What follows belongs to an exercise in optimizing a design on an open flow for small area, a short achievable clock period and few clock cycles per item; a production flow would make more cautious choices. RTL that was checked went through simulation tests only; none was proved equivalent to the original. The RTL of runs 2 to 6 was laid out without a check of its function. Power figures rest on the tool's default switching activity, not on a simulated workload.

[run.sh]
#!/bin/bash
# synth_recipe.tcl (not shown) runs the flow's synth.tcl, then flattens the netlist and writes it again
# the make line also repeats each setting of config.mk as NAME=value (left out here)
make -C /OpenROAD-flow-scripts/flow DESIGN_CONFIG=/design/flow/config.mk WORK_HOME=/design/flow/orfs CLKGATE_MAP_FILE= SYNTH_SCRIPT=/design/flow/synth_recipe.tcl finish
[config.mk]
export PLATFORM = sky130hd
export DESIGN_NAME = fb_draw
export DESIGN_NICKNAME = fb_draw
export VERILOG_FILES = /design/flow/design.v
export SDC_FILE = /design/flow/constraint.sdc
export NUM_CORES = 4
export LEC_CHECK = 0
export CAP_MARGIN = 80
export CORE_MARGIN = 2
export CORE_UTILIZATION = 25
export GPL_TIMING_DRIVEN = 1
export PLACE_DENSITY = 0.6
export SLEW_MARGIN = 80
[constraint.sdc]
create_clock -name core_clock -period 15.0 [get_ports {clk}]
set_input_delay 3.0000 -clock core_clock [delete_from_list [all_inputs] [get_ports {clk}]]
set_output_delay 3.0000 -clock core_clock [all_outputs]
set_load 0.01 [all_outputs]
[design.v]
module fb_draw (
    input  wire        clk,
    input  wire        rst,         
    input  wire        cmd_valid,
    output wire        cmd_ready,
    input  wire [2:0]  cmd_op,      
    input  wire [15:0] cmd_x,       
    input  wire [15:0] cmd_y,       
    input  wire [15:0] cmd_len,     
    input  wire [15:0] cmd_h,       
    input  wire [7:0]  cmd_c,       
    input  wire        dat_valid,
    output wire        dat_ready,
    input  wire [7:0]  dat_byte,
    output wire        px_valid,
    input  wire        px_ready,
    output wire [7:0]  px_x,
    output wire [6:0]  px_y,
    output wire [7:0]  px_c,
    output wire        ack          
);
    localparam OP_CLEAR  = 3'd0;
    localparam OP_PIXEL  = 3'd1;
    localparam OP_HLINE  = 3'd2;
    localparam OP_VLINE  = 3'd3;
    localparam OP_CIRCLE = 3'd4;
    localparam OP_BLIT   = 3'd5;
    function [17:0] fadd;
        input [17:0] a, b;
        input        ci;
        reg   [17:0] g, p, gg, pp;
        reg   [18:0] c;
        integer i, k;
        begin
            g = a & b;
            p = a ^ b;
            gg = g;
            pp = p;
            for (k = 1; k < 18; k = k * 2)
                for (i = 0; i < 18; i = i + 1)
                    if ((i / k) % 2 == 1) begin
                        gg[i] = gg[i] | (pp[i] & gg[(i / k) * k - 1]);
                        pp[i] = pp[i] & pp[(i / k) * k - 1];
                    end
            c[0] = ci;
            for (i = 0; i < 18; i = i + 1)
                c[i + 1] = gg[i] | (pp[i] & ci);
            fadd = p ^ c[17:0];
        end
    endfunction
    function [15:0] finc;
        input [15:0] a;
        integer i;
        begin
            for (i = 0; i < 16; i = i + 1)
                finc[i] = a[i] ^ (&(a | ~((16'd1 << i) - 16'd1)));
        end
    endfunction
    function [15:0] fdec;
        input [15:0] a;
        integer i;
        begin
            for (i = 0; i < 16; i = i + 1)
                fdec[i] = a[i] ^ ~(|(a & ((16'd1 << i) - 16'd1)));
        end
    endfunction
    reg rdy;           
    reg ackr;          
    reg busy;          
    reg m_setup;       
    reg m_scan;        
    reg m_circ;        
    reg isblit;        
    reg g;             
    reg first;         
    reg cinit;         
    reg [3:0] emask;   
    reg [7:0] ex1, ex2;    
    reg [6:0] ey1, ey2;    
    reg signed [15:0] ox, oy;      
    reg [15:0] cx, cy;             
    reg signed [17:0] dd;          
    reg signed [17:0] ff;          
    reg       pv;
    reg [7:0] pxr;
    reg [6:0] pyr;
    reg [7:0] pc;
    reg       dr;
    reg       sv;
    reg [7:0] sb;
    assign cmd_ready = rdy;
    assign ack       = ackr;
    assign px_valid  = pv;
    assign px_x      = pxr;
    assign px_y      = pyr;
    assign px_c      = pc;
    assign dat_ready = dr;
    wire acc = rdy & cmd_valid;
    wire ld  = !pv | px_ready;                  
    wire [17:0] sx  = {{2{ox[15]}}, ox};
    wire [17:0] sy  = {{2{oy[15]}}, oy};
    wire [17:0] ucx = {2'b00, cx};
    wire [17:0] ucy = {2'b00, cy};
    wire [17:0] P1 = fadd(sx, ucx, 1'b0);
    wire [17:0] P2 = fadd(sx, ~ucx, 1'b1);
    wire [17:0] Q1 = fadd(sy, ucy, 1'b0);
    wire [17:0] Q2 = fadd(sy, ~ucy, 1'b1);
    function inx;   
        input [17:0] v;
        inx = (v[17:8] == 10'd0) && !(v[7] && (v[6] || v[5]));
    endfunction
    function iny;   
        input [17:0] v;
        iny = (v[17:7] == 11'd0);
    endfunction
    wire vx1 = inx(P1), vx2 = inx(P2), vy1 = iny(Q1), vy2 = iny(Q2);
    wire [3:0] vis = {vx1 & vy2, vx2 & vy2, vx2 & vy1, vx1 & vy1};
    wire [3:0] dup  = first ? (g ? 4'b0110 : 4'b1100) : 4'b0000;
    wire [3:0] gvis = vis & ~dup;               
    wire [3:0] erest = emask & (emask - 4'd1);   
    wire [1:0] sidx  = emask[0] ? 2'd0 : emask[1] ? 2'd1 : emask[2] ? 2'd2 : 2'd3;
    wire [7:0] selx  = (sidx == 2'd1 || sidx == 2'd2) ? ex2 : ex1;
    wire [6:0] sely  = sidx[1] ? ey2 : ey1;
    wire       efree = (emask == 4'd0) | (ld & (erest == 4'd0));
    wire        c_live = m_circ & (cinit | ff[17] | (ff[16:3] == 14'd0 && !(ff[2] && ff[1])));   
    wire        dneg   = dd[17] & ~(&dd[16:1]);           
    wire [15:0] cx1    = finc(cx);
    wire [15:0] cy1    = finc(cy);
    wire [15:0] cym1   = fdec(cy);
    wire [17:0] dop    = dneg ? {1'b0, cx1, 1'b1} : ff;    
    wire [17:0] dd_n   = fadd(dd, dop, 1'b0);
    wire [17:0] ff_n   = ff + {15'd0, cinit | !dneg, cinit | dneg, 1'b0};
    wire [17:0] base = g ? sy : sx;
    wire [17:0] lsum = g ? Q1 : P1;                                
    wire [7:0]  lim  = g ? 8'd128 : 8'd160;
    wire        oth  = g ? inx(sx) : iny(sy);
    wire        b_lo = base[17];
    wire        b_hi = !b_lo && (base[16:0] >= {9'd0, lim});
    wire        e_hi = !lsum[17] && (lsum[16:0] > {9'd0, lim});
    wire        e_gt = !lsum[17] && (lsum != 18'd0);              
    wire        l_ne = oth & !b_hi & e_gt & (lsum != base);        
    wire [7:0]  l_s  = b_lo ? 8'd0 : base[7:0];
    wire [7:0]  l_e  = e_hi ? lim : lsum[7:0];
    wire take    = dr & dat_valid;
    wire have    = !isblit | sv | take;
    wire [7:0] byte_in = sv ? sb : dat_byte;
    wire row_end = (cx1 == dd[15:0]);
    wire blk_end = (cy1 == ff[15:0]);
    wire more  = m_setup | m_scan | c_live | (emask != 4'd0);
    wire ack_n = busy & !more & ld;
    always @(posedge clk) begin
        if (rst) begin
            rdy     <= 1'b1;
            ackr    <= 1'b0;
            busy    <= 1'b0;
            m_setup <= 1'b0;
            m_scan  <= 1'b0;
            m_circ  <= 1'b0;
            emask   <= 4'd0;
            pv      <= 1'b0;
            sv      <= 1'b0;
            dr      <= 1'b0;
        end else begin
            ackr <= ack_n;
            rdy  <= acc ? 1'b0 : (ack_n | !busy);
            if (ack_n) begin
                busy   <= 1'b0;
                m_circ <= 1'b0;
            end
            if (acc) begin
                busy    <= 1'b1;
                pv      <= 1'b0;
                sv      <= 1'b0;
                ox      <= (cmd_op == OP_CLEAR) ? 16'sd0 : cmd_x;
                oy      <= (cmd_op == OP_CLEAR) ? 16'sd0 : cmd_y;
                cx      <= (cmd_op == OP_PIXEL) ? 16'd1 :
                           (cmd_op == OP_HLINE || cmd_op == OP_CIRCLE) ? cmd_len : 16'd0;
                cy      <= (cmd_op == OP_VLINE) ? cmd_len : 16'd0;
                dd      <= (cmd_op == OP_CIRCLE) ? ~{2'b00, cmd_len} :
                           (cmd_op == OP_CLEAR) ? 18'sd160 : {2'b00, cmd_len};
                ff      <= (cmd_op == OP_CIRCLE) ? {1'b1, ~cmd_len, 1'b1} :      
                           (cmd_op == OP_CLEAR) ? 18'sd128 : {2'b00, cmd_h};
                pc      <= (cmd_op == OP_CLEAR) ? 8'd0 : cmd_c;
                g       <= (cmd_op == OP_VLINE);
                first   <= 1'b1;
                cinit   <= 1'b1;
                emask   <= 4'd0;
                isblit  <= (cmd_op == OP_BLIT);
                m_setup <= (cmd_op == OP_PIXEL) || (cmd_op == OP_HLINE) || (cmd_op == OP_VLINE);
                m_circ  <= (cmd_op == OP_CIRCLE);
                m_scan  <= (cmd_op == OP_CLEAR) ||
                           ((cmd_op == OP_BLIT) && (cmd_len != 16'd0) && (cmd_h != 16'd0));
                dr      <= (cmd_op == OP_BLIT) && (cmd_len != 16'd0) && (cmd_h != 16'd0);
            end else if (m_setup) begin
                m_setup <= 1'b0;
                m_scan  <= l_ne;
                g       <= 1'b0;
                if (g) begin
                    oy <= 16'sd0;
                    cx <= 16'd0;
                    cy <= {8'd0, l_s};
                    dd <= 18'sd1;
                    ff <= {10'd0, l_e};
                end else begin
                    ox <= 16'sd0;
                    cx <= {8'd0, l_s};
                    cy <= 16'd0;
                    dd <= {10'd0, l_e};
                    ff <= 18'sd1;
                end
            end else if (m_circ) begin
                if (cinit) begin
                    cinit <= 1'b0;
                    ff    <= ff_n;                      
                end
                if (ld) begin
                    pv    <= (emask != 4'd0);
                    pxr   <= selx;
                    pyr   <= sely;
                    emask <= erest;
                end
                if (c_live && (efree || gvis == 4'd0)) begin
                    if (efree) begin
                        emask <= gvis;
                        ex1   <= P1[7:0];
                        ex2   <= P2[7:0];
                        ey1   <= Q1[6:0];
                        ey2   <= Q2[6:0];
                    end
                    g <= !g;
                    if (!g) begin                       
                        cx <= cy;
                        cy <= cx;
                    end else begin                      
                        first <= 1'b0;
                        cx    <= dneg ? cy : cym1;
                        cy    <= cx1;
                        dd    <= dd_n;
                        ff    <= ff_n;
                    end
                end
            end else if (m_scan) begin
                if (ld && have) begin
                    pv  <= vis[0];
                    pxr <= P1[7:0];
                    pyr <= Q1[6:0];
                    if (isblit) pc <= byte_in;
                    sv  <= 1'b0;
                    if (row_end) begin
                        cx <= 16'd0;
                        cy <= cy1;
                    end else begin
                        cx <= cx1;
                    end
                    if (row_end && blk_end) begin
                        m_scan <= 1'b0;
                        dr     <= 1'b0;
                    end else begin
                        dr     <= isblit;
                    end
                end else begin
                    if (ld) pv <= 1'b0;
                    if (take) begin    
                        sb <= dat_byte;
                        sv <= 1'b1;
                        dr <= 1'b0;
                    end
                end
            end else if (ld) begin
                pv <= 1'b0;
            end
        end
    end
endmodule
==> key figures, run 1 <==
Synthesis
  • Post-synth top area cell: edfxtp_1
  • YS warnings: 1
  • Synth Flop Type: edfxtp_1
  • Count leader, synth: edfxtp_1
  • Post-Syn Area per Cell: about 9.0 sq um
  • Post-synthesis sequential area ratio: 35.76%
  • Synth top area share: between 30 and 40%
  • FFs w/ async S/R, synth: 0%
  • Synth cell types: 81
  • Largest cells by area after synthesis: edfxtp_1 (34%), ha_1 (8.2%), xnor2_1 (6.6%)
  • Synthesized net count: approximately 1.8k
  • Synth Register Bits: roughly 180
  • Synth top cells by count: edfxtp_1 (163), nor2_1 (128), a21oi_1 (124), nand2_1 (122), o21ai_0 (115)
  • Post-Synthesis Cells: between 1.5k and 2k
  • Number of synthesized flops with an enable pin: around 160
  • Cell Area, Synth: 14410 sq um

GRT
  • Gr usage total: 17.48%
  • Gr ovfl total: 0
  • Vias in the first global route: about 13k
  • Largest net degree at the start of global routing: 36
  • Initial antenna violation count: 5
  • First-pass GRT wire length: between 70 and 80 mm

Critical path
  • Reg2Reg Setup Slack: between 9 and 10 ns
  • Critical Path End Type: flop
  • Crit path cell chain: buf_2 > inv_1 > ha_2 > inv_1 > a2111oi_4 > clkdlybuf4s25_1 > a211oi_4 > buf_2 > a311oi_4 > buf_1 > nor2_1 > nor2_1 > nor2_1 > nor2_1 > nor2_1 > nor2_1 > ha_1 > o2111a_1 > nand4_1 > buf_1 > a31o_1 > o221a_4 > nand4_1 > a311o_1
  • Worst endpoint required time: 15.21 ns
  • Worst path depth: 24
  • Most frequent CP cell: nor2_1
  • Kind of critical path: flop to flop
  • Setup crit end: ff[15]
  • Critical Path Start Type: flop
  • Largest fanout on the critical path: 12
  • Worst r2r dst: ff[15]
  • Worst r2r src: cx[5]
  • Largest stage delay, worst path: 0.44 ns
  • CP delay by family, top: compound AO/OA/AOI/OAI gates
  • Reg2Reg Depth: 24
  • CP bufs+invs: 7
  • Worst Setup SP: cx[5]
  • Crit-path slowest cell: edfxtp_1
  • Critical path data arrival time: slightly above 6 ns

Placed design
  • I/O Buffers: around 110
  • Detailed Place HPWL: between 40 and 50 mm
  • GP Congestion: 0.9243
  • Inst Count DP: between 2k and 3k

CTS
  • Clock tree sinks: approximately 180
  • CTS Buffer Depth: 2
  • H-Tree Depth: 4
  • Cts bufs inserted: 17
  • Clock root cell: clkbuf_16
  • # resized after CTS: 0
  • Clk Latency, worst-skew pair: 0.47 ns
  • Clock Pin Slew Worst Setup and Hold Paths: roughly 0.080 ns
  • Cts hold-fix bufs: 0
  • CTS tree: built
  • Postcts setup bufs: 0

STA
  • Post-layout min period: a little under 6 ns
  • Hold slack: 0.5171 ns
  • Pin slew with the least headroom to its limit: about 0.27 ns
  • Final setup violating endpoints: 0
  • Final period utilization: about two fifths
  • Unrepaired setup endpoints after global routing: false
  • Hold Vio Cnt, Final: 0
  • Setup TNS: 0 ns
  • Fmax achieved: 171.9 MHz
  • Slew margin rel.: a little over 80%
  • Slew Limit Fails: 0
  • Worst clock skew: 0.01755 ns

Die
  • Initial Utilization: roughly a quarter
  • Row count: 88
  • Die X-Extent: 244.1 microns
  • Die Y: roughly 240 microns
  • Core region area: roughly 57000 sq um
  • I/O pins: between 100 and 150
  • Die Area: between 50000 and 60000 sq um

Drt
  • Wirelength per Cell: around 20 microns
  • Iter 0 DRT Violations: slightly above 1k
  • DRC: 0
  • First-pass iteration count of the detailed router: 5
  • Via count: 13.14k
  • Routed Antenna Nets: 0
  • Vias/cell: 5.121
  • Drt total wl: approximately 53 mm

Run
  • Max-cap violations: 0

Power and ir drop
  • Peak supply drop: ~0.074 mV
  • Leak pwr: approximately 0.007 uW
  • PD cells: around 86 nW/um^2

Layout
  • Layout cells sized above 1: 19.79%
  • Final Non-Filler Cells: between 2k and 3k
  • Area delta synth->final: 31.69%
  • Final-stage net count: 1984

Worst hold path
  • Min-delay worst type: flop to flop

Status
  • Status: no timing/DRC/antenna violations
cells by family after synthesis:
group | synth area share [%]
buf+inv | 4.878
mux | 3.828
flops | 35.76
compound gates | 17.64
simple gates | 18.33
fa+ha+maj | 10.26
xor+xnor | 9.297
worst min-delay path: cells and delay by family, from the launching register on:
kind           cells  cell delay (ns)
flip-flops         1             0.33
AO/OA/AOI/OAI      2             0.14
state kept, by name (all words and copies together) (netlist names), 4 cells and up:
register  count
dd           18
ff           18
cx           16
cy           16
ox           16
oy           16
ex2           8
pc            8
pxr           8
sb            8
ex1           7
ey2           7
pyr           7
ey1           6
emask         4
placed cells by master, fill, tap and decap left out, types with 36 or more instances in the layout:
cell	count
nand2_1	119
xnor2_1	93
clkdlybuf4s50_1	99
nand3_1	36
a21oi_1	111
xor2_1	39
nor2_1	111
ha_1	82
inv_1	93
and2_1	42
buf_2	53
o21ai_0	94
edfxtp_1	163
mux2i_1	38
layout make-up:
| class | count | area [sq um] |
|---|---|---|
| diodes | 1 | 2.502 |
| clock buffers | 17 | 425.4 |
| clock inverters | 14 | 188.9 |
| fillers | 5791 | 38380 |
| inverters | 96 | 361.6 |
| multi-input cells | 1241 | 9748 |
| flip-flops and latches | 176 | 5164 |
| well taps | 765 | 957.2 |
| repair buffers | 255 | 2135 |
worst min path at each step:
stage | from | to | cells past startpoint
after floorplan | busy | rdy | 2
after global placement | busy | rdy | 2
after detailed placement | pv | pv | 2
after CTS | pv | pv | 2
after global routing | busy | rdy | 2
final | pv | pv | 2
stage by stage:
stage / util, % / cell area [sq um] / worst slack, ns / power [uW]
2_1_floorplan: - / 14410 / 8.682 / 899.4
5_1_grt: 33.09 / 18980 / 8.801 / 1711
4_1_cts: 32.18 / 18460 / 9.219 / 1612
6_report: 33.09 / 18980 / 9.182 / 1639
3_3_place_gp: 28.57 / 16390 / 8.964 / 1049
3_5_place_dp: 31.11 / 17850 / 9.008 / 1122
report_power, final:
group	internal [uW]	switching [uW]
logic	226	321
clock network	278	212
registers	575	26.5
total	1080	560
layer usage:
metal  up-vias  GRT usage (%)  wire length [microns]
li1       6171              -                      -
met1      6331          21.65                  21730
met2       507          28.95                  25010
met3       119          2.755                   2958
met4         8          9.792                   2796
met5         -              0                     43
Testbench counts, summed over its fixed seeds: cycles 120,140, items 2,400.
==> run 2: changes to the inputs <==
--- a/design.v
+++ b/design.v
@@ -83,5 +83,2 @@
     reg signed [17:0] ff;          
-    reg       pv;
-    reg [7:0] pxr;
-    reg [6:0] pyr;
     reg [7:0] pc;
@@ -92,5 +89,3 @@
     assign ack       = ackr;
-    assign px_valid  = pv;
-    assign px_x      = pxr;
-    assign px_y      = pyr;
+    assign px_valid  = (emask != 4'd0);
     assign px_c      = pc;
@@ -98,20 +93,24 @@
     wire acc = rdy & cmd_valid;
-    wire ld  = !pv | px_ready;                  
-    wire [17:0] sx  = {{2{ox[15]}}, ox};
-    wire [17:0] sy  = {{2{oy[15]}}, oy};
-    wire [17:0] ucx = {2'b00, cx};
-    wire [17:0] ucy = {2'b00, cy};
-    wire [17:0] P1 = fadd(sx, ucx, 1'b0);
-    wire [17:0] P2 = fadd(sx, ~ucx, 1'b1);
-    wire [17:0] Q1 = fadd(sy, ucy, 1'b0);
-    wire [17:0] Q2 = fadd(sy, ~ucy, 1'b1);
-    function inx;   
-        input [17:0] v;
-        inx = (v[17:8] == 10'd0) && !(v[7] && (v[6] || v[5]));
-    endfunction
-    function iny;   
-        input [17:0] v;
-        iny = (v[17:7] == 11'd0);
-    endfunction
-    wire vx1 = inx(P1), vx2 = inx(P2), vy1 = iny(Q1), vy2 = iny(Q2);
+    function hzero;   
+        input [10:0] a, b;
+        input        ci;
+        hzero = ((a ^ b) == {(a[9:0] | b[9:0]), ci});
+    endfunction
+    wire [8:0] xs1 = {1'b0, ox[7:0]} + {1'b0, cx[7:0]};
+    wire [8:0] xs2 = {1'b0, ox[7:0]} + {1'b0, ~cx[7:0]} + 9'd1;
+    wire [10:0] xh  = {{3{ox[15]}}, ox[15:8]};
+    wire hx1 = hzero(xh, {3'b000, cx[15:8]}, xs1[8]);
+    wire hx2 = hzero(xh, {3'b111, ~cx[15:8]}, xs2[8]);
+    wire [7:0] ys1 = {1'b0, oy[6:0]} + {1'b0, cy[6:0]};
+    wire [7:0] ys2 = {1'b0, oy[6:0]} + {1'b0, ~cy[6:0]} + 8'd1;
+    wire [10:0] yh  = {{2{oy[15]}}, oy[15:7]};
+    wire hy1 = hzero(yh, {2'b00, cy[15:7]}, ys1[7]);
+    wire hy2 = hzero(yh, {2'b11, ~cy[15:7]}, ys2[7]);
+    wire [7:0] P1 = xs1[7:0], P2 = xs2[7:0];
+    wire [6:0] Q1 = ys1[6:0], Q2 = ys2[6:0];
+    function lx;   
+        input [7:0] v;
+        lx = !(v[7] && (v[6] || v[5]));
+    endfunction
+    wire vx1 = hx1 & lx(P1), vx2 = hx2 & lx(P2), vy1 = hy1, vy2 = hy2;
     wire [3:0] vis = {vx1 & vy2, vx2 & vy2, vx2 & vy1, vx1 & vy1};
@@ -123,3 +122,5 @@
     wire [6:0] sely  = sidx[1] ? ey2 : ey1;
-    wire       efree = (emask == 4'd0) | (ld & (erest == 4'd0));
+    assign px_x = selx;
+    assign px_y = sely;
+    wire       ld    = (emask == 4'd0) | (px_ready & (erest == 4'd0));
     wire        c_live = m_circ & (cinit | ff[17] | (ff[16:3] == 14'd0 && !(ff[2] && ff[1])));   
@@ -129,9 +130,9 @@
     wire [15:0] cym1   = fdec(cy);
-    wire [17:0] dop    = dneg ? {1'b0, cx1, 1'b1} : ff;    
+    wire [17:0] dop    = (dneg & m_circ) ? {1'b0, cx1, 1'b1} : ff;    
     wire [17:0] dd_n   = fadd(dd, dop, 1'b0);
     wire [17:0] ff_n   = ff + {15'd0, cinit | !dneg, cinit | dneg, 1'b0};
-    wire [17:0] base = g ? sy : sx;
-    wire [17:0] lsum = g ? Q1 : P1;                                
+    wire [17:0] base = dd;
+    wire [17:0] lsum = dd_n;                                       
     wire [7:0]  lim  = g ? 8'd128 : 8'd160;
-    wire        oth  = g ? inx(sx) : iny(sy);
+    wire        oth  = g ? (ox[15:8] == 8'd0 && lx(ox[7:0])) : (oy[15:7] == 9'd0);
     wire        b_lo = base[17];
@@ -140,3 +141,3 @@
     wire        e_gt = !lsum[17] && (lsum != 18'd0);              
-    wire        l_ne = oth & !b_hi & e_gt & (lsum != base);        
+    wire        l_ne = oth & !b_hi & e_gt & (ff[15:0] != 16'd0);   
     wire [7:0]  l_s  = b_lo ? 8'd0 : base[7:0];
@@ -148,3 +149,3 @@
     wire blk_end = (cy1 == ff[15:0]);
-    wire more  = m_setup | m_scan | c_live | (emask != 4'd0);
+    wire more  = m_setup | m_scan | c_live;
     wire ack_n = busy & !more & ld;
@@ -159,4 +160,3 @@
             emask   <= 4'd0;
-            pv      <= 1'b0;
-            sv      <= 1'b0;
+                        sv      <= 1'b0;
             dr      <= 1'b0;
@@ -171,13 +171,15 @@
                 busy    <= 1'b1;
-                pv      <= 1'b0;
-                sv      <= 1'b0;
+                                sv      <= 1'b0;
                 ox      <= (cmd_op == OP_CLEAR) ? 16'sd0 : cmd_x;
                 oy      <= (cmd_op == OP_CLEAR) ? 16'sd0 : cmd_y;
-                cx      <= (cmd_op == OP_PIXEL) ? 16'd1 :
-                           (cmd_op == OP_HLINE || cmd_op == OP_CIRCLE) ? cmd_len : 16'd0;
-                cy      <= (cmd_op == OP_VLINE) ? cmd_len : 16'd0;
+                cx      <= (cmd_op == OP_CIRCLE) ? cmd_len : 16'd0;
+                cy      <= 16'd0;
                 dd      <= (cmd_op == OP_CIRCLE) ? ~{2'b00, cmd_len} :
-                           (cmd_op == OP_CLEAR) ? 18'sd160 : {2'b00, cmd_len};
+                           (cmd_op == OP_CLEAR) ? 18'sd160 :
+                           (cmd_op == OP_BLIT) ? {2'b00, cmd_len} :
+                           (cmd_op == OP_VLINE) ? {{2{cmd_y[15]}}, cmd_y} : {{2{cmd_x[15]}}, cmd_x};
                 ff      <= (cmd_op == OP_CIRCLE) ? {1'b1, ~cmd_len, 1'b1} :      
-                           (cmd_op == OP_CLEAR) ? 18'sd128 : {2'b00, cmd_h};
+                           (cmd_op == OP_CLEAR) ? 18'sd128 :
+                           (cmd_op == OP_BLIT) ? {2'b00, cmd_h} :
+                           (cmd_op == OP_PIXEL) ? 18'd1 : {2'b00, cmd_len};
                 pc      <= (cmd_op == OP_CLEAR) ? 8'd0 : cmd_c;
@@ -215,10 +217,5 @@
                 end
-                if (ld) begin
-                    pv    <= (emask != 4'd0);
-                    pxr   <= selx;
-                    pyr   <= sely;
-                    emask <= erest;
-                end
-                if (c_live && (efree || gvis == 4'd0)) begin
-                    if (efree) begin
+                if (px_ready) emask <= erest;
+                if (c_live && (ld || gvis == 4'd0)) begin
+                    if (ld) begin
                         emask <= gvis;
@@ -243,5 +240,5 @@
                 if (ld && have) begin
-                    pv  <= vis[0];
-                    pxr <= P1[7:0];
-                    pyr <= Q1[6:0];
+                    emask <= {3'b000, vis[0]};
+                    ex1   <= P1;
+                    ey1   <= Q1;
                     if (isblit) pc <= byte_in;
@@ -261,3 +258,3 @@
                 end else begin
-                    if (ld) pv <= 1'b0;
+                    if (px_ready) emask <= 4'd0;
                     if (take) begin    
@@ -268,4 +265,4 @@
                 end
-            end else if (ld) begin
-                pv <= 1'b0;
+            end else if (px_ready) begin
+                emask <= 4'd0;
             end
--- a/config.mk
+++ b/config.mk
@@ -7,7 +7,7 @@
 export LEC_CHECK = 0
-export CAP_MARGIN = 80
+export CAP_MARGIN = 60
 export CORE_MARGIN = 2
-export CORE_UTILIZATION = 25
+export CORE_UTILIZATION = 30
 export GPL_TIMING_DRIVEN = 1
 export PLACE_DENSITY = 0.6
-export SLEW_MARGIN = 80
+export SLEW_MARGIN = 60
==> key figures, run 2 <==
Die
  • Die Area: 46000 sq um (-23%)
  • Initial Utilization: 30.25% (+5.1 points)
  • I/O pins: 115 (unchanged)
  • Die X-Extent: 214.5 microns (-12%)
  • Core region area: 43930 sq um (-23%)
  • Die Y: 214.5 microns (-12%)
  • Row count: 77 (-13%)

Placed design
  • Detailed Place HPWL: 38.18 mm (-8.3%)
  • GP Congestion: 0.9705 (+5.0%)
  • I/O Buffers: 114 (unchanged)
  • Pre-CTS setup slack: 8.389 ns (-0.6183 ns)

CTS
  • Cts hold-fix bufs: 0 (unchanged)
  • CTS tree: built
  • # resized after CTS: 0 (unchanged)
  • Clock tree sinks: 162 (-8.0%)
  • Clk Latency, worst-skew pair: 0.48 ns (about the same)
  • CTS Buffer Depth: 2 (unchanged)
  • Clock root cell: clkbuf_16
  • Clock Pin Slew Worst Setup and Hold Paths: 0.07 ns (about the same)
  • H-Tree Depth: 4 (unchanged)
  • Cts bufs inserted: 17 (unchanged)
  • Postcts setup bufs: 0 (unchanged)

Synthesis
  • Post-Syn Area per Cell: 9.023 sq um (+0.10%)
  • Largest cells by area after synthesis: edfxtp_1 (34%), ha_1 (8.9%), xnor2_1 (6.4%)
  • Synthesized net count: 1666 (-7.2%)
  • Post-synthesis sequential area ratio: 35.70% (-0.068 points)
  • Synth Register Bits: 162 (-8.0%)
  • Cell Area, Synth: 13290 sq um (-7.8%)
  • Synth top cells by count: edfxtp_1 (150), nand2_1 (135), nor2_1 (115), inv_1 (97), xnor2_1 (97)
  • Synth top area share: 33.89% (-0.070 points)
  • Count leader, synth: edfxtp_1
  • Number of synthesized flops with an enable pin: 150 (-8.0%)
  • YS warnings: 1 (unchanged)
  • FFs w/ async S/R, synth: 0% (unchanged)
  • Post-synth top area cell: edfxtp_1
  • Synth Flop Type: edfxtp_1
  • Post-Synthesis Cells: 1473 (-7.9%)
  • Synth cell types: 85 (+4.9%)

Drt
  • Vias/cell: 5.532 (+8.0%)
  • Iter 0 DRT Violations: 1342 (+32%)
  • Routed Antenna Nets: 0 (unchanged)
  • Via count: 11.96k (-9.0%)
  • First-pass iteration count of the detailed router: 5 (unchanged)
  • DRC: 0 (unchanged)
  • Drt total wl: 48.37 mm (-7.9%)
  • Wirelength per Cell: 22.39 microns (+9.3%)

Critical path
  • Critical Path End Type: flop
  • Kind of critical path: flop to flop
  • Worst endpoint required time: 15.34 ns (+0.13 ns)
  • Largest fanout on the critical path: 30 (+18)
  • Critical Path Start Type: flop
  • Critical path data arrival time: 6.91 ns (+0.88 ns)

STA
  • Setup WS post-layout: 8.427 ns (-0.7548 ns)
  • Post-layout min period: 6.573 ns (+0.7548 ns)
  • Worst clock skew: 0.02783 ns (+0.01028 ns)
  • Pin slew with the least headroom to its limit: 0.6111 ns (+0.3444 ns)
  • Slew margin rel.: 58.92% (-23 points)
  • Final setup violating endpoints: 0 (unchanged)
  • Final period utilization: 43.82% (+5.0 points)
  • Unrepaired setup endpoints after global routing: false
  • Fmax achieved: 152.1 MHz (-11%)
  • Slew Limit Fails: 0 (unchanged)
  • Hold Vio Cnt, Final: 0 (unchanged)
  • Setup TNS: 0 ns (unchanged)

Layout
  • Most frequent cells in the layout: edfxtp_1 (150), nand2_1 (134), clkdlybuf4s50_1 (113), nor2_1 (112), xnor2_1 (97)
  • Final-stage net count: 1749 (-12%)
  • Commonest non-fill, non-tap cell in the layout: edfxtp_1
  • Largest registers: dd: 18 flops, ff: 18 flops
  • Layout cells sized above 1: 8.094% (-12 points)
  • Number of antenna diodes: 0 (-1)
  • Area delta synth->final: 18.77%

GRT
  • First-pass GRT wire length: 72.64 mm (-8.8%)
  • Gr ovfl total: 0 (unchanged)
  • Initial antenna violation count: 1 (-4)
  • Vias in the first global route: 11.61k (-10%)
  • Largest net degree at the start of global routing: 70 (+94%)
  • Gr usage total: 20.87% (+3.4 points)

Power and ir drop
  • Leak pwr: 0.005726 uW (-16%)
  • Peak supply drop: 0.06814 mV (-7.6%)
  • PD cells: 84.77 nW/um^2 (-1.8%)

Status
  • Status: no timing/DRC/antenna violations

Worst hold path
  • Min-delay worst type: flop to flop

Run
  • Max-cap violations: 0 (unchanged)
## run 2: cell count changes in the layout (fill, tap and decap cells not counted), sizes merged, moves of 12 or more
cell and change:
a21oi -54, buf -89, clkbuf -12, clkdlybuf4s18 -13
clkdlybuf4s50 +14, edfxtp -13, mux2i -20, nand2 +13
nor2 -13, o21ai -24
## run 2: critical path, cell delays in order, from the launching register on
cell and delay (ns):
edfxtp_1 0.58, nand4_1 0.16, o41ai_2 0.43, inv_1 0.16
nand2_2 0.40, mux2_2 0.39, ha_1 0.32, a21o_1 0.22
a221o_1 0.36, or3_1 0.31, o21a_1 0.22, a21o_1 0.22
a21o_1 0.21, fa_1 0.48, or4_1 0.55, nor4_2 0.55
a21oi_2 0.22, o31ai_2 0.42, a221o_1 0.23
## run 2: final timing paths
kind                            startpoint     to  slack, ns  depth (start not counted)
worst min register to register        busy    rdy       0.51                          2
worst max-delay path                 dd[4]  dd[4]       8.43                         18
worst min-delay path                  busy    rdy       0.51                          2
worst max register to register       dd[4]  dd[4]       8.43                         18
## run 2: final cells by class
type	count	area [sq um]
repair buffers	142	1354
fillers	4531	28150
clock inverters	15	122.6
well taps	592	740.7
multi-input cells	1134	8021
flip-flops and latches	162	4747
inverters	99	375.4
clock buffers	17	425.4
## run 2: cell families after synthesis
family | synth area share (%)
simple gates | 18.31
compound gates | 17.55
buf+inv | 5.112
flops | 35.70
xor+xnor | 9.159
fa+ha+maj | 10.60
mux | 3.577
## run 2: through the flow
step	cell area (sq um)	util, %	hold slack (ns)	std cells	power, uW
2_1_floorplan	13290	-	0.4703	1473	775.0
6_report	15790	35.93	0.5079	2161	1338
3_3_place_gp	15070	34.31	0.5087	2123	902.3
4_1_cts	15750	35.86	0.5134	2161	1338
5_1_grt	15790	35.93	0.5367	2161	1392
3_5_place_dp	15200	34.61	0.4965	2129	906.4
## run 2: per-layer routing
layer	global-route usage (%)	wire length, microns
met1	28.77	21290
met2	32.02	21320
met3	3.560	3790
met4	9.282	1967
met5	0	0
## run 2: report_power, final
part	leakage (uW)	internal [uW]	total (uW)	switching, uW
sequential	0.00149	528	559	31.3
clock	0.000263	216	434	218
combinational	0.00397	140	345	205
total	0.00573	884	1340	455
==> run 3: changes to the inputs <==
--- a/config.mk
+++ b/config.mk
@@ -7,3 +7,3 @@
 export LEC_CHECK = 0
-export CAP_MARGIN = 60
+export CAP_MARGIN = 70
 export CORE_MARGIN = 2
@@ -12,2 +12,2 @@
 export PLACE_DENSITY = 0.6
-export SLEW_MARGIN = 60
+export SLEW_MARGIN = 70
==> key figures, run 3 <==
Run
  • Max-cap violations: 0 (unchanged)

Placed design
  • I/O Buffers: 114 (unchanged)
  • GP Congestion: 0.9705 (unchanged)
  • Detailed Place HPWL: 38.50 mm (+0.83%)

STA
  • Pin slew with the least headroom to its limit: 0.4712 ns (-0.1398 ns)
  • Worst clock skew: 0.01858 ns (-0.009254 ns)
  • Post-layout min period: 6.283 ns (-0.2896 ns)
  • Final period utilization: 41.89% (-1.9 points)
  • Fmax achieved: 159.1 MHz (+4.6%)
  • Unrepaired setup endpoints after global routing: false
  • Final setup violating endpoints: 0 (unchanged)
  • Slew margin rel.: 68.39% (+9.5 points)
  • Hold slack: 0.4989 ns (-0.009031 ns)
  • Hold Vio Cnt, Final: 0 (unchanged)
  • Slew Limit Fails: 0 (unchanged)
  • Setup TNS: 0 ns (unchanged)

GRT
  • Initial antenna violation count: 1 (unchanged)
  • First-pass GRT wire length: 73.07 mm (+0.59%)
  • Gr ovfl total: 0 (unchanged)
  • Largest net degree at the start of global routing: 70 (unchanged)
  • Gr usage total: 21.00% (+0.13 points)
  • Vias in the first global route: 11.79k (+1.6%)

Die
  • Row count: 77 (unchanged)
  • Core region area: 43930 sq um (unchanged)
  • Die X-Extent: 214.5 microns (unchanged)
  • Die Area: 46000 sq um (unchanged)
  • Die Y: 214.5 microns (unchanged)
  • I/O pins: 115 (unchanged)
  • Initial Utilization: 30.25% (unchanged)

Status
  • Status: no timing/DRC/antenna violations

Layout
  • Area delta synth->final: 21.25%
  • Layout cells sized above 1: 10.37% (+2.3 points)
  • Most frequent cells in the layout: edfxtp_1 (150), nand2_1 (134), nor2_1 (111), clkdlybuf4s50_1 (110), inv_1 (95)
  • Final-stage net count: 1761 (+0.69%)
  • Commonest non-fill, non-tap cell in the layout: edfxtp_1
  • Largest registers: dd: 18 flops, ff: 18 flops

Synthesis
  • FFs w/ async S/R, synth: 0% (unchanged)
  • Synth top cells by count: edfxtp_1 (150), nand2_1 (135), nor2_1 (115), inv_1 (97), xnor2_1 (97)
  • Synth Flop Type: edfxtp_1
  • Number of synthesized flops with an enable pin: 150 (unchanged)
  • Post-Syn Area per Cell: 9.023 sq um (unchanged)
  • Largest cells by area after synthesis: edfxtp_1 (34%), ha_1 (8.9%), xnor2_1 (6.4%)
  • Synth top area share: 33.89% (unchanged)
  • Post-synth top area cell: edfxtp_1
  • Synthesized net count: 1666 (unchanged)
  • Synth cell types: 85 (unchanged)
  • Post-Synthesis Cells: 1473 (unchanged)
  • YS warnings: 1 (unchanged)
  • Cell Area, Synth: 13290 sq um (unchanged)
  • Post-synthesis sequential area ratio: 35.70% (unchanged)
  • Synth Register Bits: 162 (unchanged)
  • Count leader, synth: edfxtp_1

Power and ir drop
  • Sequential Power Share: 41.2% (-0.6 points)
  • Comb pwr share: 26.8% (+1.0 points)
  • Peak supply drop: 0.06923 mV (+1.6%)
  • Leak pwr: 0.005850 uW (+2.2%)
  • Internal power: 889.2 uW (+0.63%)
  • Clk pwr share: 32.0% (-0.4 points)
  • Net Sw Frac: 34.16% (+0.18 points)
  • PD cells: 83.80 nW/um^2 (-1.1%)
  • NetSw: 461.3 uW (+1.5%)

Drt
  • Vias/cell: 5.567 (+0.62%)
  • DRC: 0 (unchanged)
  • First-pass iteration count of the detailed router: 6 (+1)
  • Iter 0 DRT Violations: 1412 (+5.2%)
  • Drt total wl: 48.90 mm (+1.1%)
  • Routed Antenna Nets: 0 (unchanged)
  • Wirelength per Cell: 22.49 microns (+0.48%)
  • Via count: 12.10k (+1.2%)

Critical path
  • Critical path data arrival time: 6.61 ns (-0.30 ns)
  • Worst endpoint required time: 15.33 ns (about the same)
  • Critical Path End Type: flop
  • Largest fanout on the critical path: 30 (unchanged)
  • Critical Path Start Type: flop
  • Kind of critical path: flop to flop

CTS
  • Cts hold-fix bufs: 0 (unchanged)
  • Clock root cell: clkbuf_16
  • H-Tree Depth: 4 (unchanged)
  • CTS Buffer Depth: 2 (unchanged)
  • Postcts setup bufs: 0 (unchanged)
  • Clock Pin Slew Worst Setup and Hold Paths: 0.08 ns (about the same)
  • CTS tree: built
  • Clk Latency, worst-skew pair: 0.47 ns (about the same)
  • Clock tree sinks: 162 (unchanged)
  • Cts bufs inserted: 17 (unchanged)
  • # resized after CTS: 0 (unchanged)

Worst hold path
  • Min-delay worst type: flop to flop
## run 3: cell types whose count changed in the layout (fill, tap and decap cells not counted), sizes merged
cell and delta:
diode +1, buf +11, clkinvlp -1, clkdlybuf4s18 +1, inv +1, clkdlybuf4s50 -3, clkbuf +3
## run 3: power groups by stage
stage / clock network, uW / logic [uW] / registers, uW
3_5_place_dp: 0 / 348 / 567
5_1_grt: 452 / 391 / 559
3_3_place_gp: 0 / 335 / 567
2_1_floorplan: 0 / 223 / 552
6_report: 432 / 361 / 557
4_1_cts: 437 / 350 / 557
## run 3: final timing paths
| path | start | endpoint | slack (ns) | cells past startpoint |
|---|---|---|---|---|
| max | dd[4] | dd[2] | 8.72 | 19 |
| min | busy | rdy | 0.50 | 2 |
| max reg2reg | dd[4] | dd[2] | 8.72 | 19 |
| min reg2reg | busy | rdy | 0.50 | 2 |
## run 3: cells by family (layout without fill, tap and decap cells)
family / count (synthesis) / after routing / synth area share, %
buffers and inverters: 177 / 285 / 5.112
muxes: 45 / 45 / 3.577
other: 0 / 1 / 0
xor gates and xnor gates: 139 / 139 / 9.159
AOI/OAI and AO/OA: 346 / 346 / 17.55
and+or+nand+nor: 497 / 497 / 18.31
adders and majority gates: 107 / 107 / 10.60
DFF: 162 / 162 / 35.70
## run 3: final cells by class
cell class	instances	area, sq um
tap	592	740.7
inverter	99	376.6
clock buffer	17	425.4
sequential	162	4747
timing repair buffer	154	1450
clock inverter	15	122.6
antenna	1	2.502
fill	4494	27820
multi-input combinational	1134	8250
## run 3: metrics by stage
stage                     instances  utilization (%)  area (sq um)  setup slack [ns]  total power, uW
final                          2174            36.68         16120             8.717             1350
after global routing           2173            36.68         16110             8.400             1402
after CTS                      2166            36.31         15950             8.731             1345
after detailed placement       2134            35.06         15400             8.788            915.4
after global placement         2123            34.31         15070             8.233            902.3
after floorplan                1473                -         13290             9.072            775.0
## run 3: per-layer routing
metal | vias up | track usage [%] | part of all wire [%]
li1 | 5570 | - | -
met1 | 5860 | 28.27 | 44
met2 | 580 | 32.82 | 45
met3 | 92 | 4.071 | 8.1
met4 | 0 | 9.051 | 3.6
met5 | - | 0 | 0
## run 3: critical path, cell delays in order (launching register included)
cell      delay, ns
edfxtp_1       0.59
nand4_1        0.16
o41ai_2        0.46
inv_1          0.19
nand2_4        0.28
nand2b_1       0.10
ha_1           0.20
fa_1           0.47
a211oi_1       0.33
o211ai_1       0.24
and3_1         0.26
o21a_1         0.24
a21o_1         0.21
a21o_1         0.21
fa_1           0.48
or4_1          0.59
nor4_4         0.38
a21oi_2        0.19
o31ai_4        0.31
a221o_1        0.22
==> run 4: changes to the inputs <==
--- a/design.v
+++ b/design.v
@@ -76,2 +76,3 @@
     reg cinit;         
+    reg dneg;          
     reg [3:0] emask;   
@@ -126,3 +127,2 @@
     wire        c_live = m_circ & (cinit | ff[17] | (ff[16:3] == 14'd0 && !(ff[2] && ff[1])));   
-    wire        dneg   = dd[17] & ~(&dd[16:1]);           
     wire [15:0] cx1    = finc(cx);
@@ -130,3 +130,3 @@
     wire [15:0] cym1   = fdec(cy);
-    wire [17:0] dop    = (dneg & m_circ) ? {1'b0, cx1, 1'b1} : ff;    
+    wire [17:0] dop    = dneg ? {1'b0, cx1, 1'b1} : ff;    
     wire [17:0] dd_n   = fadd(dd, dop, 1'b0);
@@ -188,2 +188,3 @@
                 cinit   <= 1'b1;
+                dneg    <= (cmd_op == OP_CIRCLE) && (cmd_len[15:1] != 15'd0);    
                 emask   <= 4'd0;
@@ -235,2 +236,3 @@
                         dd    <= dd_n;
+                        dneg  <= dd_n[17] & ~(&dd_n[16:1]);    
                         ff    <= ff_n;
==> key figures, run 4 <==
Critical path
  • Reg2Reg Setup Slack: 9.05 ns (+0.34 ns)
  • Crit-path slowest cell: edfxtp_1
  • Worst path depth: 21 (+2)
  • Largest stage delay, worst path: 0.54 ns (-0.05 ns)
  • Largest fanout on the critical path: 8 (-73%)
  • Crit path cell chain: ha_1 > nand3_2 > nor3_1 > ha_1 > xnor2_1 > a21oi_1 > ha_1 > nand2_1 > a211oi_1 > a22oi_1 > o211ai_1 > a21o_1 > fa_1 > nand3b_1 > a2111oi_2 > a211oi_2 > a2111oi_4 > a31oi_2 > nor2_1 > a21oi_1 > o21ai_0
  • Critical Path Start Type: flop
  • Most frequent CP cell: ha_1
  • Kind of critical path: flop to flop
  • Worst endpoint required time: 15.29 ns (-0.04 ns)
  • Worst r2r src: cx[0]
  • Reg2Reg Depth: 21 (+2)
  • CP delay by family, top: compound AO/OA/AOI/OAI gates
  • Worst Setup SP: cx[0]
  • Critical Path End Type: flop
  • CP bufs+invs: 0 (-1)
  • Worst r2r dst: ff[1]
  • Setup crit end: ff[1]
  • Critical path data arrival time: 6.24 ns (-0.37 ns)

Drt
  • Met3 routed WL: 4.491 mm (+14%)
  • Routed Antenna Nets: 0 (unchanged)
  • First-pass iteration count of the detailed router: 6 (unchanged)
  • Met2 wire length: 23.13 mm (+5.7%)
  • Wirelength per Cell: 22.94 microns (+2.0%)
  • Top Layer Used: met4
  • Iter 0 DRT Violations: 1460 (+3.4%)
  • DRC: 0 (unchanged)
  • Via count: 12.57k (+3.9%)
  • Vias/cell: 5.677 (+2.0%)
  • Wl on met1: 21.20 mm (-0.41%)
  • Drt total wl: 50.80 mm (+3.9%)

Placed design
  • Detailed Place HPWL: 40.25 mm (+4.6%)
  • Pre-CTS setup slack: 8.759 ns (-0.02880 ns)
  • GP Congestion: 0.9747 (+0.43%)
  • I/O Buffers: 114 (unchanged)

Power and ir drop
  • Peak supply drop: 0.08036 mV (+16%)
  • Leak pwr: 0.006034 uW (+3.1%)
  • PD cells: 87.90 nW/um^2 (+4.9%)

CTS
  • Postcts setup bufs: 0 (unchanged)
  • CTS tree: built
  • Clock root cell: clkbuf_16
  • # resized after CTS: 0 (unchanged)
  • CTS Buffer Depth: 2 (unchanged)
  • Cts hold-fix bufs: 0 (unchanged)
  • Clk Latency, worst-skew pair: 0.46 ns (about the same)
  • Clock Pin Slew Worst Setup and Hold Paths: 0.07 ns (about the same)
  • Cts bufs inserted: 17 (unchanged)
  • Clock tree sinks: 163 (+0.62%)
  • H-Tree Depth: 4 (unchanged)

Layout
  • Area delta synth->final: 21.05%
  • Final-stage net count: 1794 (+1.9%)
  • Largest registers: dd: 18 flops, ff: 18 flops
  • Most frequent cells in the layout: edfxtp_1 (151), nor2_1 (117), nand2_1 (115), clkdlybuf4s50_1 (110), ha_1 (93)
  • Number of antenna diodes: 0 (-1)
  • Commonest non-fill, non-tap cell in the layout: edfxtp_1
  • Layout cells sized above 1: 11.77% (+1.4 points)

Synthesis
  • Cell Area, Synth: 13680 sq um (+2.9%)
  • Synth cell types: 87 (+2.4%)
  • Count leader, synth: edfxtp_1
  • Synthesized net count: 1695 (+1.7%)
  • Post-Synthesis Cells: 1502 (+2.0%)
  • Post-synthesis sequential area ratio: 34.90% (-0.80 points)
  • YS warnings: 1 (unchanged)
  • Synth Flop Type: edfxtp_1
  • Number of synthesized flops with an enable pin: 151 (+0.67%)
  • Synth top cells by count: edfxtp_1 (151), nor2_1 (125), nand2_1 (117), ha_1 (95), inv_1 (91)
  • FFs w/ async S/R, synth: 0% (unchanged)
  • Synth Register Bits: 163 (+0.62%)
  • Post-synth top area cell: edfxtp_1
  • Post-Syn Area per Cell: 9.108 sq um (+0.94%)
  • Synth top area share: 33.14% (-0.74 points)
  • Largest cells by area after synthesis: edfxtp_1 (33%), ha_1 (8.7%), xnor2_1 (5.7%)

Status
  • Status: no timing/DRC/antenna violations

GRT
  • Initial antenna violation count: 1 (unchanged)
  • Largest net degree at the start of global routing: 56 (-20%)
  • Gr ovfl total: 0 (unchanged)
  • Vias in the first global route: 12.07k (+2.4%)
  • First-pass GRT wire length: 75.56 mm (+3.4%)
  • Gr usage total: 21.19% (+0.19 points)

STA
  • Setup WS post-layout: 9.053 ns (+0.3363 ns)
  • Final period utilization: 39.65% (-2.2 points)
  • Worst clock skew: 0.02050 ns (+0.001920 ns)
  • Unrepaired setup endpoints after global routing: false
  • Fmax achieved: 168.1 MHz (+5.7%)
  • Setup TNS: 0 ns (unchanged)
  • Slew margin rel.: 66.08% (-2.3 points)
  • Post-layout min period: 5.947 ns (-0.3363 ns)
  • Pin slew with the least headroom to its limit: 0.5072 ns (+0.03600 ns)
  • Slew Limit Fails: 0 (unchanged)
  • Hold Vio Cnt, Final: 0 (unchanged)
  • Final setup violating endpoints: 0 (unchanged)

Die
  • Row count: 78 (+1.3%)
  • I/O pins: 115 (unchanged)
  • Die Y: 217.5 microns (+1.4%)
  • Die X-Extent: 217.5 microns (+1.4%)
  • Initial Utilization: 30.28% (about the same)
  • Die Area: 47330 sq um (+2.9%)
  • Core region area: 45190 sq um (+2.9%)

Run
  • Max-cap violations: 0 (unchanged)

Worst hold path
  • Min-delay worst type: flop to flop
[run 4: metrics by stage]
step	hold slack (ns)	cell area, sq um	total power [uW]	utilization [%]	cells
after CTS	0.5211	16420	1443	36.34	2210
after detailed placement	0.5022	15840	997.7	35.06	2178
final	0.5173	16560	1456	36.65	2214
after global placement	0.4998	15420	976.9	34.14	2156
after global routing	0.5469	16560	1509	36.65	2214
after floorplan	0.4703	13680	835.5	-	1502
[run 4: per-layer routing]
layer  GRT usage (%)  up-vias
met5               0        -
met4           8.493        0
met3           3.291      103
met2           33.85      639
met1           28.59     6107
li1                -     5720
[run 4: cells by family (layout without fill, tap and decap cells)]
logic type | count (synthesis) | in the layout | share of synthesized area [%]
AOI/OAI and AO/OA | 358 | 358 | 17.92
xor gates and xnor gates | 138 | 138 | 9.036
muxes | 42 | 42 | 3.283
adders and majority gates | 106 | 106 | 10.22
buffers and inverters | 171 | 283 | 4.893
and+or+nand+nor | 524 | 524 | 19.75
DFF | 163 | 163 | 34.90
[run 4: worst min-delay path by stage]
stage	start	to	slack, ns	depth (start not counted)
final	busy	rdy	0.52	2
after global routing	busy	rdy	0.55	2
after CTS	busy	rdy	0.52	2
after detailed placement	busy	rdy	0.50	2
after global placement	busy	rdy	0.50	2
after floorplan	busy	rdy	0.47	2
[run 4: worst reg2reg max path, cell delays in order, from the launching register on]
cell       delay (ns)
edfxtp_1         0.54
ha_1             0.28
nand3_2          0.30
nor3_1           0.28
ha_1             0.21
xnor2_1          0.20
a21oi_1          0.14
ha_1             0.44
nand2_1          0.13
a211oi_1         0.38
a22oi_1          0.19
o211ai_1         0.32
a21o_1           0.19
fa_1             0.45
nand3b_1         0.25
a2111oi_2        0.29
a211oi_2         0.11
a2111oi_4        0.32
a31oi_2          0.24
nor2_1           0.32
a21oi_1          0.12
o21ai_0          0.09
[run 4: area by class of cell]
type	count	area, sq um
sequential	163	4777
inverter	95	362.8
clock inverter	11	86.33
tap	600	750.7
clock buffer	21	493.0
fill	4541	28630
timing repair buffer	156	1408
multi-input combinational	1168	8683
[run 4: where the power goes]
part	leakage (uW)	switching [uW]	internal (uW)	total [uW]
Clock	0.000294	209	240	450
Sequential	0.00151	35.1	535	570
Combinational	0.00423	264	173	436
==> run 5: changes to the inputs <==
--- a/design.v
+++ b/design.v
@@ -219,3 +219,3 @@
                 if (px_ready) emask <= erest;
-                if (c_live && (ld || gvis == 4'd0)) begin
+                if (c_live && ld) begin
                     if (ld) begin
==> key figures, run 5 <==
GRT
  • Initial antenna violation count: 0 (-1)
  • Gr ovfl total: 0 (unchanged)
  • Gr usage total: 22.75% (+1.6 points)
  • Largest net degree at the start of global routing: 45 (-20%)
  • First-pass GRT wire length: 75.56 mm (unchanged)
  • Vias in the first global route: 11.69k (-3.1%)

Layout
  • Layout cells sized above 1: 12.58% (+0.81 points)
  • Final Non-Filler Cells: 2137 (-3.5%)
  • Largest registers: dd: 18 flops, ff: 18 flops
  • Area delta synth->final: 23.07%
  • Most frequent cells in the layout: edfxtp_1 (151), nand2_1 (110), clkdlybuf4s50_1 (109), nor2_1 (104)
  • Fin util: 37.52% (+0.87 points)
  • Final-stage net count: 1730 (-3.6%)
  • Commonest non-fill, non-tap cell in the layout: edfxtp_1
  • Fin area: 16230 sq um (-2.0%)

Synthesis
  • Synth Register Bits: 163 (unchanged)
  • Post-Synthesis Cells: 1421 (-5.4%)
  • Synth Flop Type: edfxtp_1
  • Post-Syn Area per Cell: 9.281 sq um (+1.9%)
  • Simple-Gate Fraction of Synth Area: 18.25% (-1.5 points)
  • Compound-gate portion of the synthesized area: 16.76% (-1.2 points)
  • Post-synthesis mux area share: 3.330% (+0.047 points)
  • Post-synthesis adder-cell area fraction: 10.61% (+0.38 points)
  • Largest family of logic cells by synthesized area: simple AND/OR/NAND/NOR gates
  • Largest cells by area after synthesis: edfxtp_1 (34%), ha_1 (9.0%), xnor2_1 (7.1%)
  • FFs w/ async S/R, synth: 0% (unchanged)
  • Synth top cells by count: edfxtp_1 (151), nor2_1 (114), nand2_1 (111), xnor2_1 (107), inv_1 (96)
  • Synth top area share: 34.38% (+1.2 points)
  • Synth cell types: 73 (-16%)
  • Count leader, synth: edfxtp_1
  • Post-synthesis sequential area ratio: 36.20% (+1.3 points)
  • Cell Area, Synth: 13190 sq um (-3.6%)
  • Number of synthesized flops with an enable pin: 151 (unchanged)
  • Post-synth top area cell: edfxtp_1
  • Synthesized net count: 1614 (-4.8%)
  • Post-Synth XOR/XNOR Area: 9.961% (+0.93 points)
  • YS warnings: 1 (unchanged)

CTS
  • Clock tree sinks: 163 (unchanged)
  • Clk Latency, worst-skew pair: 0.47 ns (about the same)
  • CTS Buffer Depth: 2 (unchanged)
  • CTS tree: built
  • Postcts setup bufs: 0 (unchanged)
  • # resized after CTS: 0 (unchanged)
  • Clock root cell: clkbuf_16
  • H-Tree Depth: 4 (unchanged)
  • Clock Pin Slew Worst Setup and Hold Paths: 0.08 ns (about the same)
  • Cts hold-fix bufs: 0 (unchanged)
  • Cts bufs inserted: 17 (unchanged)

Drt
  • DRC: 0 (unchanged)
  • Via count: 12.04k (-4.2%)
  • Wirelength per Cell: 24.22 microns (+5.5%)
  • Vias/cell: 5.636 (-0.72%)
  • Routed Antenna Nets: 0 (unchanged)
  • Iter 0 DRT Violations: 1496 (+2.5%)
  • First-pass iteration count of the detailed router: 5 (-1)
  • Drt total wl: 51.75 mm (+1.9%)

STA
  • Post-layout min period: 6.255 ns (+0.3079 ns)
  • Slew margin rel.: 68.34% (+2.3 points)
  • Worst clock skew: 0.01631 ns (-0.004193 ns)
  • Fmax achieved: 159.9 MHz (-4.9%)
  • Hold Vio Cnt, Final: 0 (unchanged)
  • Slew Limit Fails: 0 (unchanged)
  • Pin slew with the least headroom to its limit: 0.4734 ns (-0.03380 ns)
  • Unrepaired setup endpoints after global routing: false
  • Final period utilization: 41.70% (+2.1 points)
  • Setup TNS: 0 ns (unchanged)
  • Final setup violating endpoints: 0 (unchanged)

Power and ir drop
  • Internal power: 937.0 uW (-1.1%)
  • Peak supply drop: 0.06510 mV (-19%)
  • Total power draw: 1471 uW (+1.1%)
  • Comb pwr share: 30.8% (+0.8 points)
  • PD cells: 90.65 nW/um^2 (+3.1%)
  • NetSw: 534.4 uW (+5.2%)
  • Net Sw Frac: 36.32% (+1.4 points)
  • Clk pwr share: 30.3% (-0.6 points)
  • Leak pwr: 0.005960 uW (-1.2%)
  • Sequential Power Share: 38.9% (-0.2 points)

Die
  • Initial Utilization: 30.48% (+0.21 points)
  • Die X-Extent: 213.7 microns (-1.8%)
  • Core region area: 43270 sq um (-4.2%)
  • Row count: 76 (-2.6%)
  • Die Area: 45660 sq um (-3.5%)
  • I/O pins: 115 (unchanged)
  • Die Y: 213.7 microns (-1.8%)

Placed design
  • I/O Buffers: 114 (unchanged)
  • GP Congestion: 1.023 (+5.0%)
  • Inst Count DP: 2094 (-3.9%)
  • Detailed Place HPWL: 41.59 mm (+3.3%)
  • Placed Area: 15550 sq um (-1.8%)

Critical path
  • Crit-path slowest cell: edfxtp_1
  • Critical Path Start Type: flop
  • Worst endpoint required time: 15.21 ns (-0.08 ns)
  • Critical Path End Type: flop
  • Critical path data arrival time: 6.46 ns (+0.22 ns)
  • Worst r2r src: cx[0]
  • Largest fanout on the critical path: 14 (+6)
  • Worst Setup SP: cx[0]
  • Kind of critical path: flop to flop
  • Reg2Reg Setup Slack: 8.74 ns (-0.31 ns)
  • Crit path cell chain: ha_1 > nand3_2 > inv_1 > nand2_1 > inv_1 > ha_1 > mux2_2 > ha_1 > a211oi_1 > nor2_1 > o41a_1 > or2_2 > a21o_1 > a21o_1 > fa_1 > xor2_1 > xnor2_1 > inv_1 > a31oi_4 > nor2_1 > a221o_1
  • Largest stage delay, worst path: 0.56 ns (+0.02 ns)

Status
  • Status: no timing/DRC/antenna violations

Worst hold path
  • Min-delay src: busy
  • Min-delay worst type: flop to flop

Run
  • Max-cap violations: 0 (unchanged)
==> run 5: cell count changes after synthesis, moves of 11 or more <==
cell,before,now
nor2_1,125,114
nor3_1,46,29
a21oi_1,85,65
xnor2_1,89,107
a211oi_1,23,12
==> run 5: cell type report <==
cell class | count | area (sq um)
antenna | 2 | 5.005
clock buffer | 17 | 425.4
clock inverter | 15 | 137.6
fill | 4343 | 27030
inverter | 97 | 371.6
multi-input combinational | 1090 | 8244
sequential | 163 | 4778
tap | 585 | 732.0
timing repair buffer | 168 | 1538
==> run 5: power by group through the flow <==
stage	logic (uW)	registers [uW]	clock network [uW]
2_1_floorplan	263	564	0
3_3_place_gp	403	586	0
3_5_place_dp	436	583	0
4_1_cts	438	573	449
5_1_grt	482	574	463
6_report	454	572	445
==> run 5: kinds of logic after synthesis <==
| kind of cell | Yosys count |
|---|---|
| simple gates | 468 |
| compound gates | 325 |
| buf+inv | 168 |
| flops | 163 |
| xor+xnor | 150 |
| fa+ha+maj | 106 |
| mux | 41 |
==> run 5: metrics by stage <==
stage	worst slack [ns]	hold slack, ns
after floorplan	9.095	0.4548
after global placement	8.329	0.4675
after detailed placement	8.924	0.4708
after CTS	8.848	0.4807
after global routing	8.343	0.5071
final	8.745	0.4830
==> run 5: path summary, 6_finish.rpt <==
kind	to	cells past startpoint
min	busy	2
max	ff[4]	21
max reg2reg	ff[4]	21
min reg2reg	busy	2
==> run 5: per-layer routing <==
layer	share of wire [%]	routed length, microns	vias up	track usage (%)
li1	-	-	5432	-
met1	41	21430	5811	29.79
met2	45	23030	662	35.45
met3	8.9	4599	139	4.525
met4	5.2	2692	0	12.05
met5	0	0	-	0
==> run 5: worst max-delay path, delay by kind of cell, from the launching register on <==
family / cells / cell delay, ns
AOI/OAI and AO/OA: 6 / 1.76
xor gates and xnor gates: 2 / 0.52
adders and majority gates: 4 / 1.33
buffers and inverters: 3 / 0.51
DFF: 1 / 0.56
muxes: 1 / 0.29
and+or+nand+nor: 5 / 1.04
==> run 6: changes to the inputs <==
--- a/design.v
+++ b/design.v
@@ -219,3 +219,3 @@
                 if (px_ready) emask <= erest;
-                if (c_live && ld) begin
+                if (c_live && (ld || gvis == 4'd0)) begin
                     if (ld) begin
==> flow/run.sh (new file) <==
#!/bin/bash
# Standard layout flow, with timing repair aimed at a setup slack of 11.5 ns.
bash standard.sh SETUP_SLACK_MARGIN=11.5 finish > standard.log 2>&1
==> standard.sh (new file) <==
#!/bin/bash
# synth_recipe.tcl (not shown) runs the flow's synth.tcl, then flattens the netlist and writes it again
# the make line also repeats each setting of config.mk as NAME=value (left out here)
make -C /OpenROAD-flow-scripts/flow DESIGN_CONFIG=/design/flow/config.mk WORK_HOME=/design/flow/orfs CLKGATE_MAP_FILE= SYNTH_SCRIPT=/design/flow/synth_recipe.tcl "${@:-finish}"
removed: run.sh
==> key figures, run 6 <==
Status
  • Status: no timing/DRC/antenna violations

Power and ir drop
  • Internal power: 1047 uW (+12%)
  • Net Sw Frac: 34.87% (-1.4 points)
  • PD cells: 78.03 nW/um^2 (-14%)
  • Peak supply drop: 0.06289 mV (-3.4%)
  • Leak pwr: 0.007869 uW (+32%)
  • Comb pwr share: 36.4% (+5.6 points)
  • NetSw: 560.9 uW (+5.0%)
  • Sequential Power Share: 35.3% (-3.6 points)
  • Clk pwr share: 28.3% (-2.0 points)
  • Total power draw: 1608 uW (+9.3%)

Synthesis
  • Synth cell types: 87 (+19%)
  • Synth top area share: 33.14% (-1.2 points)
  • YS warnings: 1 (unchanged)
  • Cell Area, Synth: 13680 sq um (+3.7%)
  • Post-Syn Area per Cell: 9.108 sq um (-1.9%)
  • Post-synthesis sequential area ratio: 34.90% (-1.3 points)
  • Post-Synthesis Cells: 1502 (+5.7%)
  • Synthesized net count: 1695 (+5.0%)
  • Synth top cells by count: edfxtp_1 (151), nor2_1 (125), nand2_1 (117), ha_1 (95), inv_1 (91)
  • Synth Register Bits: 163 (unchanged)
  • Number of synthesized flops with an enable pin: 151 (unchanged)
  • Count leader, synth: edfxtp_1
  • Post-synth top area cell: edfxtp_1
  • FFs w/ async S/R, synth: 0% (unchanged)
  • Synth Flop Type: edfxtp_1
  • Largest cells by area after synthesis: edfxtp_1 (33%), ha_1 (8.7%), xnor2_1 (5.7%)

Layout
  • Largest registers: dd: 18 flops, ff: 18 flops
  • Final Non-Filler Cells: 2422 (+13%)
  • Final-stage net count: 2002 (+16%)
  • Area delta synth->final: 50.67%
  • Most frequent cells in the layout: edfxtp_1 (151), buf_6 (115), nor2_1 (103), buf_4 (101), ha_1 (86)
  • Number of antenna diodes: 0 (-2)
  • Layout cells sized above 1: 35.73% (+23 points)
  • Commonest non-fill, non-tap cell in the layout: edfxtp_1

CTS
  • H-Tree Depth: 4 (unchanged)
  • CTS tree: built
  • Clock tree sinks: 163 (unchanged)
  • Clock root cell: clkbuf_16
  • Clock Pin Slew Worst Setup and Hold Paths: 0.07 ns (about the same)
  • CTS Buffer Depth: 2 (unchanged)
  • Clk Latency, worst-skew pair: 0.46 ns (about the same)
  • Cts bufs inserted: 17 (unchanged)

STA
  • Pin slew with the least headroom to its limit: 0.5420 ns (+0.06853 ns)
  • Final period utilization: 33.37% (-8.3 points)
  • Fmax achieved: 199.8 MHz (+25%)
  • Slew margin rel.: 63.38% (-5.0 points)
  • Final setup violating endpoints: 0 (unchanged)
  • Worst clock skew: 0.01558 ns (-0.0007246 ns)
  • Setup TNS: 0 ns (unchanged)
  • Post-layout min period: 5.005 ns (-1.250 ns)
  • Slew Limit Fails: 0 (unchanged)
  • Unrepaired setup endpoints after global routing: true
  • Hold Vio Cnt, Final: 0 (unchanged)

Die
  • Die Area: 47330 sq um (+3.7%)
  • I/O pins: 115 (unchanged)
  • Core region area: 45190 sq um (+4.4%)
  • Initial Utilization: 30.28% (-0.21 points)
  • Row count: 78 (+2.6%)
  • Die X-Extent: 217.5 microns (+1.8%)
  • Die Y: 217.5 microns (+1.8%)

GRT
  • Gr ovfl total: 0 (unchanged)
  • Vias in the first global route: 13.39k (+15%)
  • Gr usage total: 22.90% (+0.16 points)
  • Largest net degree at the start of global routing: 56 (+24%)
  • First-pass GRT wire length: 81.51 mm (+7.9%)
  • Initial antenna violation count: 0 (unchanged)

Drt
  • Routed Antenna Nets: 0 (unchanged)
  • DRC: 0 (unchanged)
  • Vias/cell: 5.635 (about the same)
  • Via count: 13.65k (+13%)
  • First-pass iteration count of the detailed router: 5 (unchanged)
  • Iter 0 DRT Violations: 1539 (+2.9%)
  • Wirelength per Cell: 23.02 microns (-4.9%)
  • Drt total wl: 55.76 mm (+7.7%)

Critical path
  • Worst endpoint required time: 15.33 ns (+0.12 ns)
  • Crit-path slowest cell: fa_1
  • Critical Path End Type: flop
  • Largest fanout on the critical path: 7 (-7)
  • Reg2Reg Setup Slack: 9.99 ns (+1.25 ns)
  • Critical path data arrival time: 5.34 ns (-1.12 ns)
  • CP delay by family, top: compound AO/OA/AOI/OAI gates
  • Critical Path Start Type: flop
  • CP bufs+invs: 0 (-3)
  • Crit path cell chain: ha_4 > nand3_4 > nor3_2 > ha_2 > mux2_4 > ha_4 > a21o_4 > a21o_4 > a22oi_2 > o211ai_1 > a21o_1 > fa_1 > nand3b_1 > a2111oi_4 > a211oi_2 > a2111oi_4 > a31oi_4 > o31ai_4 > a21o_1
  • Largest stage delay, worst path: 0.50 ns (-0.06 ns)
  • Kind of critical path: flop to flop

Placed design
  • Inst Count DP: 2182 (+4.2%)
  • I/O Buffers: 114 (unchanged)
  • GP Congestion: 0.9398 (-8.2%)
  • Detailed Place HPWL: 39.18 mm (-5.8%)

Worst hold path
  • Min-delay worst type: flop to flop

Run
  • Max-cap violations: 0 (unchanged)
==> run 6: cell types whose count changed after synthesis, sizes merged, moves of 8 or more <==
cell    previous run  this run
a22o              13         5
a21oi             65        85
nor2             114       125
a22oi             20        28
a211oi            13        23
nor3              30        47
xnor2            107        89
nand2b            10        18
==> run 6: logic make-up after synthesis <==
family,synth area share (%)
xor gates and xnor gates,9.036
buffers and inverters,4.893
AOI/OAI and AO/OA,17.92
DFF,34.90
muxes,3.283
and+or+nand+nor,19.75
adders and majority gates,10.22
==> run 6: through the flow <==
step | hold slack, ns | utilization [%] | instance area, sq um | worst slack, ns
final | 0.5332 | 45.62 | 20610 | 9.995
after global routing | 0.5662 | 45.62 | 20610 | 9.808
after CTS | 0.5194 | 43.46 | 19640 | 10.13
after detailed placement | 0.5050 | 36.22 | 16370 | 8.830
after global placement | 0.5025 | 35.27 | 15940 | 8.972
after floorplan | 0.4743 | - | 14570 | 10.09
==> run 6: area by class of cell <==
cell class,instances,area (sq um)
clock inverter,10,125.1
multi-input combinational,1171,10190
sequential,163,4796
inverter,95,415.4
timing repair buffer,359,3856
clock buffer,22,454.2
timing repair inverter,2,20.02
tap,600,750.7
fill,4111,24570
==> run 6: routing by layer <==
metal | wire, microns | vias up | part of all wire [%] | track usage (%)
met4 | 2785 | 0 | 5.0 | 10.59
met3 | 4850 | 166 | 8.7 | 4.226
li1 | - | 6157 | - | -
met5 | 0 | - | 0 | 0
met2 | 26020 | 698 | 47 | 37.22
met1 | 22100 | 6627 | 40 | 29.45
==> run 6: path summary, 6_finish.rpt <==
path,cells past startpoint,startpoint,endpoint
min,2,busy,rdy
min reg2reg,2,busy,rdy
max,19,cx[0],dd[2]
max reg2reg,19,cx[0],dd[2]
==> run 6: what timing repair did <==
| action | CTS | global route |
|---|---|---|
| gates resized for setup | 447 | 120 |
| pin swaps | 59 | 45 |
| gates cloned | 12 | 0 |
| hold buffers | 0 | 0 |
| setup buffers | 154 | 38 |
| endpoints found under the setup margin | 303 | 287 |
==> run 6: tightest hold or removal path: cells and delay by family, from the launching register on <==
kind	cells	cell delay [ns]
flops	1	0.33
simple gates	1	0.06
compound gates	1	0.12
==> run 6: power groups by stage <==
stage	clock [uW]	sequential, uW	combinational [uW]
2_1_floorplan	0	563	303
3_3_place_gp	0	579	412
3_5_place_dp	0	579	435
4_1_cts	456	567	535
5_1_grt	471	570	620
6_report	455	568	585

==> what the ideal ports hide <==
No port has a modelled driver above. Below, the same layouts with a new extraction and two added sets of constraints. Step 1 assumes that a clkbuf_16 drives the clock port and a buf_2 every other input. Step 2 moves the port delays by t, midway between the first and last clock arrival at a register: inputs arrive t later, outputs are due t later. That takes back most of the time a late clock gives input paths. Slacks: ideal ports / drivers / drivers and shift; pairs: ideal ports / drivers.
run | t, ns | setup WS [ns] | clock arrival spread, ns | worst data-port slew with drivers (ns) | cell pins on the clock port's net
run 1 | 0.522 | 9.182 / 9.182 / 8.947 | 0.017 / 0.017 | 0.08 | 1
run 2 | 0.521 | 8.427 / 8.427 / 8.427 | 0.028 / 0.028 | 0.05 | 1
run 3 | 0.520 | 8.717 / 8.717 / 8.717 | 0.018 / 0.019 | 0.05 | 1
run 4 | 0.498 | 9.053 / 9.053 / 8.664 | 0.021 / 0.021 | 0.05 | 1
run 5 | 0.513 | 8.745 / 8.745 / 8.745 | 0.017 / 0.016 | 0.06 | 1
run 6 | 0.506 | 9.995 / 9.995 / 9.581 | 0.016 / 0.015 | 0.07 | 1
After both steps every run listed still meets setup and hold. For run 6, which loses most, drivers alone change the setup slack by 0.000 ns; drivers and shift together by -0.414 ns.
